Source: an optimization exercise on an open RTL-to-GDS flow (aim: small area). Production flows keep margins and buffers that such runs may drop.
In this exercise RTL edits were held to simulation tests only and were not proved equivalent to the original.
No activity file was given, so power comes from the tool's default toggle rates.

Design tempmon_core, start of the top module:
module tempmon_core (
    input  wire        clk,
    input  wire        rst,
    input  wire        cmd_valid,
    input  wire [15:0] cmd_word,
    input  wire        tick_valid,
    output wire        ready,
    output reg  [15:0] resp,
    input  wire [15:0] rx_avail,
    input  wire [7:0]  rx_data,
    output wire        rx_pop,
    output wire        tx_valid,
    output wire [7:0]  tx_data,
    input  wire        tx_ready
);
clock: 8.0 ns
lec_check: 0
cap_margin: 20
core_margin: 2
core_utilization: 55
place_density: 0.7
slew_margin: 20
standard.sh (not shown) runs the stock make flow with config.mk's settings and CLKGATE_MAP_FILE= SYNTH_SCRIPT=/design/flow/synth_recipe.tcl, a recipe that flattens the netlist after the stock synthesis.
==> flow/flow/run.sh <==
#!/bin/bash
# Layout flow: the standard flow (standard.sh) with three changes.
#
#  1. Logic re-mapping.  After the standard synthesis, the combinational
#     cells of its netlist are mapped again with an area-oriented ABC script
#     (abc_area.scr).  Every flip-flop instance of the standard netlist is
#     kept as it is (same name, cell type and connections); only the gates
#     between them change.  The new netlist is used only if a SAT proof shows
#     that, with the flip-flops cut open, each flip-flop input and each output
#     port computes the same function as in the standard netlist
#     (cut_regs.py makes the cut); otherwise the standard netlist is kept.
#  2. The port buffers that placement inserts are buf_1 cells.
#  3. Clock tree synthesis inserts no dummy loads; CTS_OPTS below sets the
#     clock buffers and sink clusters.
#
# Logs, one per tool run, in this folder: flow_synth.log (standard synthesis),
# flow_remap.log (re-mapping), flow_equiv.log (proof), flow_make.log (the
# rest of the flow); each ORFS step also keeps its own log under orfs/logs/.
set -euo pipefail

CTS_OPTS='-sink_clustering_enable -repair_clock_nets -dont_use_dummy_load -buf_list sky130_fd_sc_hd__clkbuf_8 -sink_clustering_size 16 -sink_clustering_max_diameter 60'
KNOBS=('BUFFER_PORTS_ARGS=-buffer_cell sky130_fd_sc_hd__buf_1' "CTS_ARGS=$CTS_OPTS")

RES=orfs/results/${FLOW_PLATFORM}/tempmon_core/base
LOGS=orfs/logs/${FLOW_PLATFORM}/tempmon_core/base
LIB=${FLOW_HOME}/platforms/${FLOW_PLATFORM}/lib/sky130_fd_sc_hd__tt_025C_1v80.lib
TOP=${FLOW_TOP}
YOSYS=$(command -v yosys || echo "$FLOW_HOME/../tools/install/yosys/bin/yosys")

# 1. standard synthesis
bash standard.sh "${KNOBS[@]}" synth > flow_synth.log 2>&1

# 2. re-map the gates between the flip-flops, keeping the don't-use list
cp "$RES/1_2_yosys.v" std_netlist.v
DONT_USE=$(grep -o -- '-dont_use [A-Za-z0-9_]*' "$LOGS/1_2_yosys.log" | sort -u | tr '\n' ' ')
"$YOSYS" -p "read_liberty -ignore_miss_func $LIB; read_verilog std_netlist.v; hierarchy -top $TOP;
  setattr -mod -set keep_hierarchy 1 sky130_fd_sc_hd__dfxtp_1 sky130_fd_sc_hd__edfxtp_1;
  flatten; select $TOP; rename -hide w:*.*; select -clear; opt -purge;
  abc -liberty $LIB $DONT_USE -script flow/abc_area.scr;
  setundef -zero; splitnets; opt_clean -purge;
  hilomap -singleton -hicell sky130_fd_sc_hd__conb_1 HI -locell sky130_fd_sc_hd__conb_1 LO;
  insbuf -buf sky130_fd_sc_hd__buf_4 A X; opt_clean -purge;
  select $TOP; write_verilog -noattr -noexpr -nohex -nodec -selected remap_netlist.v" \
  > flow_remap.log 2>&1

# the flip-flops must be exactly the standard netlist's
ffs() { grep -E 'sky130_fd_sc_hd__e?dfxtp_1 ' "$1" | sort; }
use_remap=0
if [[ "$(ffs std_netlist.v)" == "$(ffs remap_netlist.v)" ]]; then
  python3 flow/cut_regs.py std_netlist.v std_cut.v > /dev/null
  python3 flow/cut_regs.py remap_netlist.v remap_cut.v > /dev/null
  if "$YOSYS" -p "read_liberty -ignore_miss_func $LIB; read_verilog std_cut.v; rename $TOP gold;
      read_verilog remap_cut.v; rename $TOP gate;
      miter -equiv -flatten -make_assert -ignore_gold_x gold gate miter; hierarchy -top miter;
      flatten; opt -fast; sat -verify -prove-asserts miter" > flow_equiv.log 2>&1; then
    use_remap=1
  fi
fi
echo "use_remap=$use_remap" >> flow_equiv.log
if [[ $use_remap == 1 ]]; then
  cp remap_netlist.v "$RES/1_2_yosys.v"
  rm -f "$RES/1_synth.odb" "$RES/1_synth.sdc"
fi

# 3. the rest of the flow
bash standard.sh "${KNOBS[@]}" finish > flow_make.log 2>&1
==> flow/flow/abc_area.scr <==
strash
dc2
dch -f
amap
mfs2
strash
dc2
dch -f
amap
mfs2
strash
dch -f
amap
topo
Other scripts of this flow, unchanged in this note and not shown: flow/flow/cut_regs.py
Then changed:
--- a/flow/flow/run.sh
+++ b/flow/flow/run.sh
@@ -20,3 +20,3 @@
 
-CTS_OPTS='-sink_clustering_enable -repair_clock_nets -dont_use_dummy_load -buf_list sky130_fd_sc_hd__clkbuf_8 -sink_clustering_size 16 -sink_clustering_max_diameter 60'
+CTS_OPTS='-sink_clustering_enable -repair_clock_nets -dont_use_dummy_load -root_buf sky130_fd_sc_hd__clkbuf_16 -buf_list sky130_fd_sc_hd__clkbuf_4 -sink_clustering_size 10 -sink_clustering_max_diameter 40'
 KNOBS=('BUFFER_PORTS_ARGS=-buffer_cell sky130_fd_sc_hd__buf_1' "CTS_ARGS=$CTS_OPTS")
==> flow/flow/abc_area.scr (replaced) <==
strash
&get -n
&deepsyn -T 120
&put
dch -f
amap
mfs2
strash
dch -f
amap
mfs2
strash
dch -f
amap
topo
The changed run finished clean.
Utilization rises by 0.10 points.
Via count came out lower by about 6.4%.
Combinational power rose by about 2%.
Cell count drops by 5.1%.
First-iteration DRC count goes down by about 10%.
Area after synthesis came out lower by 2.9%.
Sequential power hardly moves.
Wire length is higher by 0.97%.
Global-route usage climbs by 1.4 points.
Critical path depth is lower by 1.
Final area drops by about 2.6%.

## what the ideal ports hide
No port has a modelled driver above. Below, the same layouts with a new extraction and two added sets of constraints.
Step 1 (the two cells are an assumption about what drives the block):
set clk [get_ports {clk}]
set_driving_cell -lib_cell sky130_fd_sc_hd__clkbuf_16 $clk
set_driving_cell -lib_cell sky130_fd_sc_hd__buf_2 [delete_from_list [all_inputs] $clk]
Step 2 adds t to the input delays and takes it off the output delays; t is the mean of the earliest and latest rising clock arrival at the registers after step 1. Input paths then give back, and output paths get back, about the clock's delay inside the block.
Three values: ideal ports, drivers, drivers and shift; two values: the first two.
run	t, ns	slack for setup (ns)	slew at the worst register clock pin (ns)	worst slew at a driven data input, ns
the first run	0.702	1.101 / 1.101 / 1.101	0.11 / 0.11	0.04
the second run	0.605	1.025 / 1.025 / 0.613	0.12 / 0.12	0.05
After both steps setup and hold are still met in every run listed. For the second run, which loses most, drivers alone change the setup slack by 0.000 ns; drivers and shift together by -0.412 ns.
